Context: an optimization exercise on an open-source flow, tuned for a short achievable clock period and few clock cycles per item. The choices shown serve that exercise and are no tape-out recipe.
Only simulation tests tie the RTL to the original design; equivalence was not proved.
Power figures rest on the tool's default switching activity, not on a simulated workload.

==> flow/design.v <==
module sce_line_filter (
    input  wire        clk,
    input  wire        rst,         
    input  wire        start,
    input  wire [15:0] len,         
    input  wire [31:0] radius,      
    input  wire        fp_mode,     
    output wire        idle,
    input  wire        in_valid,
    input  wire [31:0] in_data,
    output wire        in_ready,
    output reg         out_valid,
    output reg  [31:0] out_data,
    input  wire        out_ready
);
    localparam integer NTAPS = 17;
    localparam integer HALF  = 8;
    localparam integer FAW   = 5;
    localparam integer CAP   = (1 << FAW) - 1;
    reg        idle_r;       
    reg        in_ready_r;   
    reg        idle_i;       
    reg        rdy_i;        
    reg [15:0] rem_d;        
    reg [5:0]  occ;          
    reg        tk;           
    reg        otk;          
    reg        lc;           
    reg        st;           
    reg        rst_q;
    reg [15:0] len_q;
    assign idle     = idle_r;
    assign in_ready = in_ready_r;
    wire start_take = start & idle_i & ~rst;
    wire in_take    = in_valid & rdy_i & ~rst;
    wire credit = ({1'b0, occ} + {6'd0, tk}) <= CAP - 2;
    wire last1 = st ? (len_q == 16'd1) : tk ? (rem_d == 16'd2) : (rem_d == 16'd1);
    wire len_nz = |len;
    always @(posedge clk) begin
        if (rst) begin
            idle_r     <= 1'b1;
            in_ready_r <= 1'b0;
        end else if (start_take) begin
            idle_r     <= ~len_nz;
            in_ready_r <= len_nz & credit;
        end else if (in_take) begin
            idle_r     <= last1;
            in_ready_r <= ~last1 & credit;
        end else begin
            in_ready_r <= ~idle_i & credit;
        end
        idle_i <= rst | (idle_i & ~(start & len_nz)) | (in_take & last1);
        rdy_i  <= ~rst & credit & ((start_take & len_nz) | (in_take & ~last1) | (~in_take & ~idle_i));
    end
    always @(posedge clk) begin
        if (st)
            rem_d <= len_q;
        else if (tk)
            rem_d <= rem_d - 16'd1;
    end
    reg [31:0] d_in;
    reg [31:0] rad_q;
    reg        fp_q;
    always @(posedge clk) begin
        d_in  <= in_data;
        len_q <= len;
        rad_q <= radius;
        fp_q  <= fp_mode;
        tk    <= in_take;
        st    <= start_take;
        lc    <= idle_i;
        rst_q <= rst;
    end
    always @(posedge clk) begin
        if (rst | rst_q)
            occ <= 6'd0;
        else
            occ <= occ + {5'd0, tk} - {5'd0, otk};
    end
    reg [15:0] len_r;
    reg [31:0] rad_r;
    reg        fp_r;
    reg        thr_ok;       
    reg [15:0] lo_t;         
    reg [15:0] hi_t;
    reg [15:0] pcq;          
    wire [16:0] hi_w = {1'b0, len_r} - {1'b0, rad_r[15:0]};
    always @(posedge clk) begin
        if (st) begin
            len_r <= len_q;
            rad_r <= rad_q;
            fp_r  <= fp_q;
        end
        thr_ok <= ~fp_r & ~(|rad_r[31:16]) & ~hi_w[16];
        lo_t   <= rad_r[15:0];
        hi_t   <= hi_w[15:0];
        if (st)
            pcq <= 16'd0;
        else if (tk)
            pcq <= pcq + 16'd1;
    end
    wire fast_in = thr_ok & (pcq > lo_t) & (pcq < hi_t);
    reg [31:0] wd [0:NTAPS-1];
    reg [NTAPS-1:0] wv;
    reg [NTAPS-1:0] wf;
    wire adv = tk | lc;
    integer i;
    always @(posedge clk) begin
        if (adv) begin
            for (i = 0; i < NTAPS - 1; i = i + 1)
                wd[i] <= wd[i+1];
            wd[NTAPS-1] <= d_in;
            wf <= {fast_in, wf[NTAPS-1:1]};
        end
        if (rst_q)
            wv <= {NTAPS{1'b0}};
        else if (adv)
            wv <= {tk, wv[NTAPS-1:1]};
    end
    wire [31:0]      sd [0:NTAPS-1];
    wire [NTAPS-1:0] sv = {tk, wv[NTAPS-1:1]};
    genvar k, c;
    generate
        for (k = 0; k < NTAPS; k = k + 1) begin : g_sh
            if (k == NTAPS - 1)
                assign sd[k] = d_in;
            else
                assign sd[k] = wd[k+1];
        end
    endgenerate
    wire [NTAPS-1:0] tap_ok;
    generate
        for (k = 0; k < NTAPS; k = k + 1) begin : g_mask
            if (k < HALF)
                assign tap_ok[k] = &sv[HALF-1:k];
            else if (k == HALF)
                assign tap_ok[k] = 1'b1;
            else
                assign tap_ok[k] = &sv[k:HALF+1];
        end
    endgenerate
    reg        v1, f1;
    reg [31:0] x1;
    reg        v2, f2;
    reg [31:0] x2;
    reg        v3, f3;
    reg [31:0] x3;
    reg        v4, f4;
    reg [31:0] x4;
    wire [31:0] q4;
    generate
        for (c = 0; c < 4; c = c + 1) begin : g_ch
            wire [7:0] tap [0:NTAPS-1];
            for (k = 0; k < NTAPS; k = k + 1) begin : g_tap
                assign tap[k] = tap_ok[k] ? sd[k][31-8*c -: 8] : 8'd0;
            end
            reg [8:0]  p1 [0:HALF-1];
            reg [7:0]  m1;
            reg [17:0] ga2, gb2, gc2, gd2;
            reg [17:0] acc3;
            reg [32:0] ha4, hb4;
            integer j;
            always @(posedge clk) begin
                for (j = 0; j < HALF; j = j + 1)
                    p1[j] <= {1'b0, tap[j]} + {1'b0, tap[NTAPS-1-j]};
                m1 <= tap[HALF];
                ga2 <= ({9'd0, p1[0]} << 3) + {9'd0, p1[0]}
                     + ({9'd0, p1[1]} << 4)
                     + ({9'd0, p1[2]} << 4) + ({9'd0, p1[2]} << 3);
                gb2 <= ({9'd0, p1[3]} << 5) + ({9'd0, p1[3]} << 1) + {9'd0, p1[3]}
                     + ({9'd0, p1[4]} << 5) + ({9'd0, p1[4]} << 4) - {9'd0, p1[4]};
                gc2 <= ({9'd0, p1[5]} << 6) - ({9'd0, p1[5]} << 2) - {9'd0, p1[5]}
                     + ({9'd0, p1[6]} << 6) + ({9'd0, p1[6]} << 3) - ({9'd0, p1[6]} << 1);
                gd2 <= ({9'd0, p1[7]} << 6) + ({9'd0, p1[7]} << 4) - ({9'd0, p1[7]} << 1) - {9'd0, p1[7]}
                     + ({10'd0, m1} << 6) + ({10'd0, m1} << 4);
                acc3 <= ga2 + gb2 + gc2 + gd2;
                ha4 <= ({15'd0, acc3} << 15) - ({15'd0, acc3} << 13) - ({15'd0, acc3} << 11);
                hb4 <= ({15'd0, acc3} << 8) + ({15'd0, acc3} << 4) + ({15'd0, acc3} << 2) + {15'd0, acc3};
            end
            wire [32:0] prod = ha4 - hb4;
            assign q4[31-8*c -: 8] = prod[31:24];
        end
    endgenerate
    always @(posedge clk) begin
        v1 <= adv & sv[HALF] & ~rst_q;
        f1 <= wf[HALF+1];
        x1 <= sd[HALF];
        v2 <= v1 & ~rst_q;  f2 <= f1;  x2 <= x1;
        v3 <= v2 & ~rst_q;  f3 <= f2;  x3 <= x2;
        v4 <= v3 & ~rst_q;  f4 <= f3;  x4 <= x3;
    end
    wire        v5 = v4;
    wire [31:0] r5 = f4 ? x4 : q4;
    reg [31:0]    fmem [0:CAP];
    reg [FAW-1:0] wptr, rptr;
    wire        f_ne  = (rptr != wptr);
    wire        avail = (f_ne | v5) & ~rst_q;
    wire [31:0] cand  = f_ne ? fmem[rptr] : r5;
    reg         ov_i;        
    wire        load  = avail & (~ov_i | out_ready);
    always @(posedge clk) begin
        otk  <= ov_i & out_ready & ~rst;
        ov_i <= ~rst & (load | (ov_i & ~out_ready));
    end
    always @(posedge clk) begin
        if (v5 & ~rst_q)
            fmem[wptr] <= r5;
    end
    always @(posedge clk) begin
        if (rst) begin
            out_valid <= 1'b0;
            wptr      <= {FAW{1'b0}};
            rptr      <= {FAW{1'b0}};
        end else begin
            if (v5 & ~rst_q)
                wptr <= wptr + 1'b1;
            if (load) begin
                out_valid <= 1'b1;
                rptr      <= rptr + 1'b1;
            end else if (out_ready) begin
                out_valid <= 1'b0;
            end
        end
    end
    reg [31:0] od_i;
    always @(posedge clk) begin
        if (load)
            od_i <= cand;
        if (rst_q)
            out_data <= 32'd0;
        else
            out_data <= load ? cand : od_i;
    end
endmodule
export LEC_CHECK = 0
export ABC_CLOCK_PERIOD_IN_PS = 4000
export CAP_MARGIN = 20
export CORE_MARGIN = 2
export CORE_UTILIZATION = 60
export SLEW_MARGIN = 20
create_clock -name core_clock -period 20.0 [get_ports {clk}]
standard.sh (not shown) runs the stock make flow with config.mk's settings and CLKGATE_MAP_FILE= SYNTH_SCRIPT=/design/flow/synth_recipe.tcl, a recipe that flattens the netlist after the stock synthesis.
==> flow/flow/run.sh <==
#!/bin/bash
# Own layout flow: the standard ORFS flow, with
#  - the port buffers made with buf_4 cells (instead of the default delay-buffer cell),
#  - the timing repair steps asked to leave a larger setup margin, so the resizer
#    keeps working on paths that already meet the 20 ns clock.
# The SDC, clock period, I/O delays and loads are the standard flow's, unchanged.
set -euo pipefail
here=$(pwd)
bash standard.sh \
  "BUFFER_PORTS_ARGS=-buffer_cell sky130_fd_sc_hd__buf_4" \
  "SETUP_SLACK_MARGIN=${SETUP_MARGIN_NS:-15}" \
  finish > "$here/standard_flow.log" 2>&1
Testbench counts at the start, summed over its fixed seeds: cycles 10,494, items 10,254.
Edit:
--- a/flow/design.v
+++ b/flow/design.v
@@ -100,12 +100,13 @@
             pcq <= pcq + 16'd1;
     end
     wire fast_in = thr_ok & (pcq > lo_t) & (pcq < hi_t);
     reg [31:0] wd [0:NTAPS-1];
     reg [NTAPS-1:0] wv;
     reg [NTAPS-1:0] wf;
+    reg        fresh;        
     wire adv = tk | lc;
     integer i;
     always @(posedge clk) begin
         if (adv) begin
             for (i = 0; i < NTAPS - 1; i = i + 1)
                 wd[i] <= wd[i+1];
@@ -113,49 +114,42 @@
             wf <= {fast_in, wf[NTAPS-1:1]};
         end
         if (rst_q)
             wv <= {NTAPS{1'b0}};
         else if (adv)
             wv <= {tk, wv[NTAPS-1:1]};
-    end
-    wire [31:0]      sd [0:NTAPS-1];
-    wire [NTAPS-1:0] sv = {tk, wv[NTAPS-1:1]};
+        fresh <= adv & ~rst_q;
+    end
+    wire [NTAPS-1:0] tap_ok;
     genvar k, c;
-    generate
-        for (k = 0; k < NTAPS; k = k + 1) begin : g_sh
-            if (k == NTAPS - 1)
-                assign sd[k] = d_in;
-            else
-                assign sd[k] = wd[k+1];
-        end
-    endgenerate
-    wire [NTAPS-1:0] tap_ok;
     generate
         for (k = 0; k < NTAPS; k = k + 1) begin : g_mask
             if (k < HALF)
-                assign tap_ok[k] = &sv[HALF-1:k];
+                assign tap_ok[k] = &wv[HALF-1:k];
             else if (k == HALF)
                 assign tap_ok[k] = 1'b1;
             else
-                assign tap_ok[k] = &sv[k:HALF+1];
+                assign tap_ok[k] = &wv[k:HALF+1];
         end
     endgenerate
     reg        v1, f1;
     reg [31:0] x1;
     reg        v2, f2;
     reg [31:0] x2;
     reg        v3, f3;
     reg [31:0] x3;
     reg        v4, f4;
     reg [31:0] x4;
+    reg        v5;
+    reg [31:0] r5;
     wire [31:0] q4;
     generate
         for (c = 0; c < 4; c = c + 1) begin : g_ch
             wire [7:0] tap [0:NTAPS-1];
             for (k = 0; k < NTAPS; k = k + 1) begin : g_tap
-                assign tap[k] = tap_ok[k] ? sd[k][31-8*c -: 8] : 8'd0;
+                assign tap[k] = tap_ok[k] ? wd[k][31-8*c -: 8] : 8'd0;
             end
             reg [8:0]  p1 [0:HALF-1];
             reg [7:0]  m1;
             reg [17:0] ga2, gb2, gc2, gd2;
             reg [17:0] acc3;
             reg [32:0] ha4, hb4;
@@ -179,21 +173,21 @@
             end
             wire [32:0] prod = ha4 - hb4;
             assign q4[31-8*c -: 8] = prod[31:24];
         end
     endgenerate
     always @(posedge clk) begin
-        v1 <= adv & sv[HALF] & ~rst_q;
-        f1 <= wf[HALF+1];
-        x1 <= sd[HALF];
+        v1 <= fresh & wv[HALF] & ~rst_q;
+        f1 <= wf[HALF];
+        x1 <= wd[HALF];
         v2 <= v1 & ~rst_q;  f2 <= f1;  x2 <= x1;
         v3 <= v2 & ~rst_q;  f3 <= f2;  x3 <= x2;
         v4 <= v3 & ~rst_q;  f4 <= f3;  x4 <= x3;
-    end
-    wire        v5 = v4;
-    wire [31:0] r5 = f4 ? x4 : q4;
+        v5 <= v4 & ~rst_q;
+        r5 <= f4 ? x4 : q4;
+    end
     reg [31:0]    fmem [0:CAP];
     reg [FAW-1:0] wptr, rptr;
     wire        f_ne  = (rptr != wptr);
     wire        avail = (f_ne | v5) & ~rst_q;
     wire [31:0] cand  = f_ne ? fmem[rptr] : r5;
     reg         ov_i;        
=> Cell area grows by 0.78%; utilization shrinks by 0.11 points; flip-flop and latch count climbs by 68; wire length fell by 5.0%; cell count went up by 0.34%; combinational power is lower by 6.4%; synthesized area goes up by 0.76%; critical path depth does not change; via count goes down by 1.5%; total power is lower by 1.1%; global-route usage fell by 1.3 points; register-to-register slack improved by 0.03 ns.
Testbench counts after the change, summed over its fixed seeds: cycles 10,510, items 10,254.

afterwards: timing with drivers on the ports:
Ports are ideal in the flow. The routed layouts listed here were re-timed in OpenROAD.
Step 1, drivers: a clkbuf_16 drives clk and a buf_2 each remaining input, both assumed.
Step 2 adds t to the input delays and takes it off the output delays; t is the mean of the earliest and latest rising clock arrival at the registers after step 1. Input paths then give back, and output paths get back, about the clock's delay inside the block.
Three values: no drivers, after step 1, after step 2; two values: the first two.
run | t, ns | setup slack, ns | hold slack, ns | worst data-port slew with drivers (ns) | pins driven straight from the clock port
the first run | 1.017 | 14.554 / 14.454 / 14.236 | 0.233 / 0.233 / 0.233 | 0.11 | 1
the second run | 1.000 | 14.585 / 14.493 / 14.332 | 0.274 / 0.274 / 0.274 | 0.05 | 1
After both steps every run listed still meets setup and hold. The setup slack of the first run, which loses most, moves by -0.100 ns with the drivers and by -0.318 ns with both steps.
